From an optimization exercise on the open Yosys and OpenROAD flow, aimed at small area, a short achievable clock period and few clock cycles per item; shortcuts taken in it are not production practice. At most, simulation tests tie the RTL to the original design; equivalence was not proved. Power is estimated from default activity; no workload was simulated.

==> run a: inputs <==
## tpe_fparse
module tpe_fparse (
    input  wire         clk,
    input  wire         rst,
    input  wire         in_valid,
    input  wire [7:0]   in_data,
    input  wire         in_last,
    output reg          in_ready,
    output reg          out_valid,
    input  wire         out_ready,
    output reg          out_end,
    output wire [7:0]   out_kind,
    output reg          out_success,
    output reg  [31:0]  out_word,
    output wire [15:0]  out_period,
    output reg          out_flag,
    output reg  [103:0] out_temps,
    output reg  [15:0]  out_cursor
);
export LEC_CHECK = 0
export ABC_CLOCK_PERIOD_IN_PS = 2000
export CAP_MARGIN = 20
export CORE_MARGIN = 2
export CORE_UTILIZATION = 40
export CTS_CLUSTER_DIAMETER = 100
export CTS_CLUSTER_SIZE = 28
export SETUP_SLACK_MARGIN = 2.55
export SLEW_MARGIN = 20
create_clock -name core_clock -period 4.5 [get_ports {clk}]
standard.sh (not shown) runs the stock make flow with config.mk's settings and CLKGATE_MAP_FILE= SYNTH_SCRIPT=/design/flow/synth_recipe.tcl, a recipe that flattens the netlist after the stock synthesis.
==> flow/flow/run.sh <==
#!/bin/bash
# The standard layout, with plain buf_1 cells as the port buffers and a
# clock tree without buffers at its branching points.
set -euo pipefail
export BUFFER_PORTS_ARGS="-buffer_cell sky130_fd_sc_hd__buf_1"
export CTS_ARGS="-sink_clustering_enable -repair_clock_nets -sink_clustering_size 28 -sink_clustering_max_diameter 100 -branching_point_buffers_distance 2000 -distance_between_buffers 2000"
bash standard.sh > standard_flow.log 2>&1
==> run b: changes against run a <==
--- a/flow/design.v
+++ b/flow/design.v
@@ -30,18 +30,16 @@
             for (i = 0; i < 8; i = i + 1)
                 c = c[15] ? ((c << 1) ^ CRC_POLY) : (c << 1);
             crc_byte = c;
         end
     endfunction
     reg  [8:0]  fidx;
     reg         rs;
     wire [8:0]  fe = rs ? 9'd0 : fidx;
-    reg         hz;            
-    wire [5:0]  fsel = {!(rs || hz), fe[4:0]};
     reg  [7:0]  rem;           
     reg         at_last;       
     reg         stopped;       
     reg  [15:0] crc_rx;
     reg  [15:0] crc;
     reg  [2:0]  kind;
     reg         chk;           
     reg  [3:0]  crcgood;       
@@ -53,59 +51,59 @@
     assign out_kind   = {5'd0, kind};
     assign out_period = out_temps[15:0];
     wire out_free = !out_valid || out_ready;
     wire take = in_valid && in_ready;
     wire wr = !out_valid;      
     wire type_ok = (in_data[7:3] == 5'd0) && (in_data[2:0] != 3'd0) && (in_data[2:0] != 3'd7);
     reg  hdr_bad;
     always @(*) begin
-        case (fsel)
-            6'd0:    hdr_bad = (in_data != SYNC0);
-            6'd1:    hdr_bad = (in_data != SYNC1);
-            6'd4:    hdr_bad = !type_ok;
+        case (fe)
+            9'd0:    hdr_bad = (in_data != SYNC0);
+            9'd1:    hdr_bad = (in_data != SYNC1);
+            9'd4:    hdr_bad = !type_ok;
             default: hdr_bad = 1'b0;
         endcase
     end
-    wire f6 = (fsel == 6'd6);
+    wire f6 = (fe == 9'd6);
     wire frame_done = f6 ? (in_data == 8'd0) : at_last;
     wire [15:0] crc_next = crc_byte(crc, in_data);
     reg  rec_len_ok;
     always @(*) begin
         case (kind)
-            3'd4:    rec_len_ok = (fidx >= 9'd24);
-            3'd3:    rec_len_ok = (fidx >= 9'd13);
-            3'd6:    rec_len_ok = (fidx != 9'd7);
+            3'd4:    rec_len_ok = (fidx >= 9'd23);
+            3'd3:    rec_len_ok = (fidx >= 9'd12);
+            3'd6:    rec_len_ok = (fidx != 9'd6);
             default: rec_len_ok = 1'b1;
         endcase
     end
     wire        crc_ok   = chk && (&crcgood);
     wire        rec_b    = crc_ok && rec_len_ok;
-    wire [9:0]  csum_lo  = {1'b0, out_cursor[8:0]} + {1'b0, fidx};
+    wire [9:0]  csum_lo  = {1'b0, out_cursor[8:0]} + {1'b0, fidx} + 10'd1;
     wire [6:0]  cur_hi1  = out_cursor[15:9] + 7'd1;
     wire [15:0] csum     = {csum_lo[9] ? cur_hi1 : out_cursor[15:9], csum_lo[8:0]};
     integer k;
     always @(posedge clk) begin
-        case (fsel)
-            6'd2: crc_rx[7:0]  <= in_data;
-            6'd3: crc_rx[15:8] <= in_data;
-            6'd4: if (wr) kind        <= in_data[2:0];
-            6'd5: if (wr) out_success <= (in_data != 8'd0);
-            6'd7: if (wr) out_flag    <= (in_data != 8'd0);
+        case (fe)
+            9'd2: crc_rx[7:0]  <= in_data;
+            9'd3: crc_rx[15:8] <= in_data;
+            9'd4: if (wr) kind        <= in_data[2:0];
+            9'd5: if (wr) out_success <= (in_data != 8'd0);
+            9'd7: if (wr) out_flag    <= (in_data != 8'd0);
             default: ;
         endcase
         for (k = 0; k < 4; k = k + 1)
-            if (wr && fsel == 6'd7 + k) out_word[8*k +: 8] <= in_data;
+            if (wr && fe == 9'd7 + k) out_word[8*k +: 8] <= in_data;
         for (k = 0; k < 13; k = k + 1)
-            if (wr && fsel == 6'd11 + k) out_temps[8*k +: 8] <= in_data;
+            if (wr && fe == 9'd11 + k) out_temps[8*k +: 8] <= in_data;
         if (f6)
             rem <= in_data;
         else if (take)
             rem <= rem - 8'd1;
-        if (fsel < 6'd4)
+        if (fe < 9'd4)
             crc <= CRC_INIT;
         else if (take)
             crc <= crc_next;
         for (k = 0; k < 4; k = k + 1)
             crcgood[k] <= (crc_next[4*k +: 4] == crc_rx[4*k +: 4]);
     end
     reg s0v, s0e, s1v, s1z, s2v;
     reg cur_zero;
@@ -113,38 +111,39 @@
     always @(posedge clk) begin
         s0v = out_valid;   s0e = out_end;
         s1v = end_pending; s1z = end_zero;
         s2v = zq;
         cur_zero = 1'b0;
         restart = take && (in_last || frame_done);
         if (rst) begin
             fidx        <= 9'd0;
-            hz          <= 1'b1;
             rs          <= 1'b0;
             at_last     <= 1'b0;
             stopped     <= 1'b0;
             chk         <= 1'b0;
             lastp       <= 1'b0;
             fresh       <= 1'b1;
             end_pending <= 1'b0;
             end_zero    <= 1'b0;
             zq          <= 1'b0;
             out_valid   <= 1'b0;
             in_ready    <= 1'b1;
         end else begin
             chk   <= take && frame_done && !stopped;
             lastp <= take && in_last;
-            rs   <= restart;
-            fidx <= take ? fe + 9'd1 : fe;
-            hz   <= (rs || hz) && !(take && fe[4:0] == 5'h1f);
-            if (restart)
+            rs <= restart;
+            if (restart) begin
+                fidx    <= fe;
                 at_last <= 1'b0;
-            else if (take)
-                at_last <= f6 ? (in_data == 8'd1) : (fsel >= 6'd7 && rem == 8'd2);
+            end else if (take) begin
+                fidx    <= fe + 9'd1;
+                at_last <= f6 ? (in_data == 8'd1) : (fe >= 9'd7 && rem == 8'd2);
+            end else
+                fidx    <= fe;
             if (take && in_last)
                 stopped <= 1'b0;
             else if ((take && !stopped && hdr_bad) || (chk && !(&crcgood) && !lastp))
                 stopped <= 1'b1;
             if (crc_ok)
                 fresh <= 1'b0;
             if (lastp)
                 fresh <= 1'b1;
@@ -177,13 +176,12 @@
             else if (cur_zero)
                 out_cursor <= 16'd0;
             out_valid   <= s0v;
             out_end     <= s0e;
             end_pending <= s1v;
             end_zero    <= s1z;
             zq          <= s2v;
             in_ready    <= !(take && in_last) && !s2v &&
-                           !(s0v && (take ? (!(in_last || (!f6 && at_last)) && fsel >= 6'd3)
-                                          : (fsel >= 6'd4)));
+                           !(s0v && (take ? (!restart && fe >= 9'd3) : (fe >= 9'd4)));
         end
     end
 endmodule
==> flow/flow/run.sh (replaced) <==
#!/bin/bash
# The standard layout, with plain buf_1 cells as the port buffers.
set -euo pipefail
export BUFFER_PORTS_ARGS="-buffer_cell sky130_fd_sc_hd__buf_1"
bash standard.sh > standard_flow.log 2>&1
SETUP_SLACK_MARGIN = 2.3   (was 2.55)
==> run c: changes against run a <==
==> flow/flow/run.sh (replaced) <==
#!/bin/bash
# The standard layout, with plain buf_1 cells as the port buffers.
set -euo pipefail
export BUFFER_PORTS_ARGS="-buffer_cell sky130_fd_sc_hd__buf_1"
bash standard.sh > standard_flow.log 2>&1
CTS_CLUSTER_DIAMETER = 80   (was 100)
CTS_CLUSTER_SIZE = 22   (was 28)
SETUP_SLACK_MARGIN = 2.45   (was 2.55)
==> out/summary.json <==
{
  "route": {
    "vias_per_cell": 5.003
  },
  "pwr": {
    "net_switching_component_of_the_power_mw": 0.8137,
    "clk-power_mw": 1.27,
    "powerSeq_mw": 2.28
  },
  "cts": {
    "cts_buffers": 14
  },
  "finish": {
    "post_layout_nonfiller_instances": 1095,
    "multi_input_area_share_pct": 24.12
  },
  "grt": {
    "grt_max_degree": 41
  },
  "status": {
    "run_status": "finished clean"
  }
}
the above is filed under run c

==> out/summary.json <==
{
  "finish": {
    "post_layout_nonfiller_instances": 1117,
    "clock_area_share_pct": 2.724,
    "layout.non_clock_buffers": 235,
    "sequential_share_of_cell_area_pct": 57.67
  },
  "status": {
    "run_status": "finished clean"
  },
  "route": {
    "vias_per_cell": 5.019
  },
  "logic_synthesis": {
    "synth_top_family_by_area": "simple AND/OR/NAND/NOR gates",
    "synthMuxAreaShare_pct": 0,
    "synth-simple-area-share_pct": 10.53
  },
  "worst_hold_path": {
    "whs_path_depth": 1
  },
  "pwr": {
    "powerSeq_mw": 2.27,
    "clk-power_mw": 1.07,
    "net_switching_component_of_the_power_mw": 0.7840
  },
  "cts": {
    "cts_buffers": 11
  },
  "worst_setup_path": {
    "cp_slowest_cell": "sky130_fd_sc_hd__edfxtp_1"
  },
  "grt": {
    "grt_max_degree": 30
  }
}
the above is filed under run a

==> out/summary.json <==
{
  "placed_design": {
    "globalplace.congestion": 0.7982,
    "post_dp_cell_area_mm2": 0.009836
  },
  "finish": {
    "post_layout_nonfiller_instances": 1116,
    "multi_input_area_share_pct": 24.44,
    "reg.largest.list": "out_temps (104), out_word (32)"
  },
  "route": {
    "vias_per_cell": 5.142
  },
  "pwr": {
    "clk-power_mw": 1.07,
    "vdd.ir_drop.worst_v": 0.0001855,
    "net_switching_component_of_the_power_mw": 0.7507,
    "powerSeq_mw": 2.26
  },
  "worst_setup_path": {
    "capturing_point_of_the_worst_reg2reg_path": "fidx[1]",
    "count_of_cells_along_the_worst_register_to_register_path": 7
  },
  "timing": {
    "tightest_slew_ns": 1.035
  },
  "cts": {
    "cts_buffers": 11
  },
  "grt": {
    "grt_max_degree": 37
  },
  "status": {
    "run_status": "finished clean"
  }
}
the above is filed under run b

Testbench counts of run a, summed over its fixed seeds: cycles 60,390, bytes 59,167.
Testbench counts of run c, summed over its fixed seeds: cycles 60,390, bytes 59,167.
No functional check of the RTL was part of run b.

separate check: timing with driven ports:
How much do the figures lean on ideal ports? The routed layouts below were timed once more, with nothing changed but the port constraints. Step 1, drivers: a clkbuf_16 drives clk and a buf_2 each remaining input, both assumed. Step 2 also shifts input and output timing later by t, the mid clock arrival at the registers, as if the neighbouring blocks saw the same clock. a / b / c = ideal / step 1 / step 2; a / b = the first two.
run | t, ns | setup WS [ns] | worst data-port slew with drivers (ns)
run a | 0.498 | 2.434 / 2.394 / 1.990 | 0.08
run b | 0.499 | 2.153 / 2.156 / 1.657 | 0.06
run c | 0.504 | 2.448 / 2.433 / 1.974 | 0.07
After both steps setup and hold are still met in every run listed. The setup slack of run b, which loses most, moves by +0.003 ns with the drivers and by -0.496 ns with both steps.
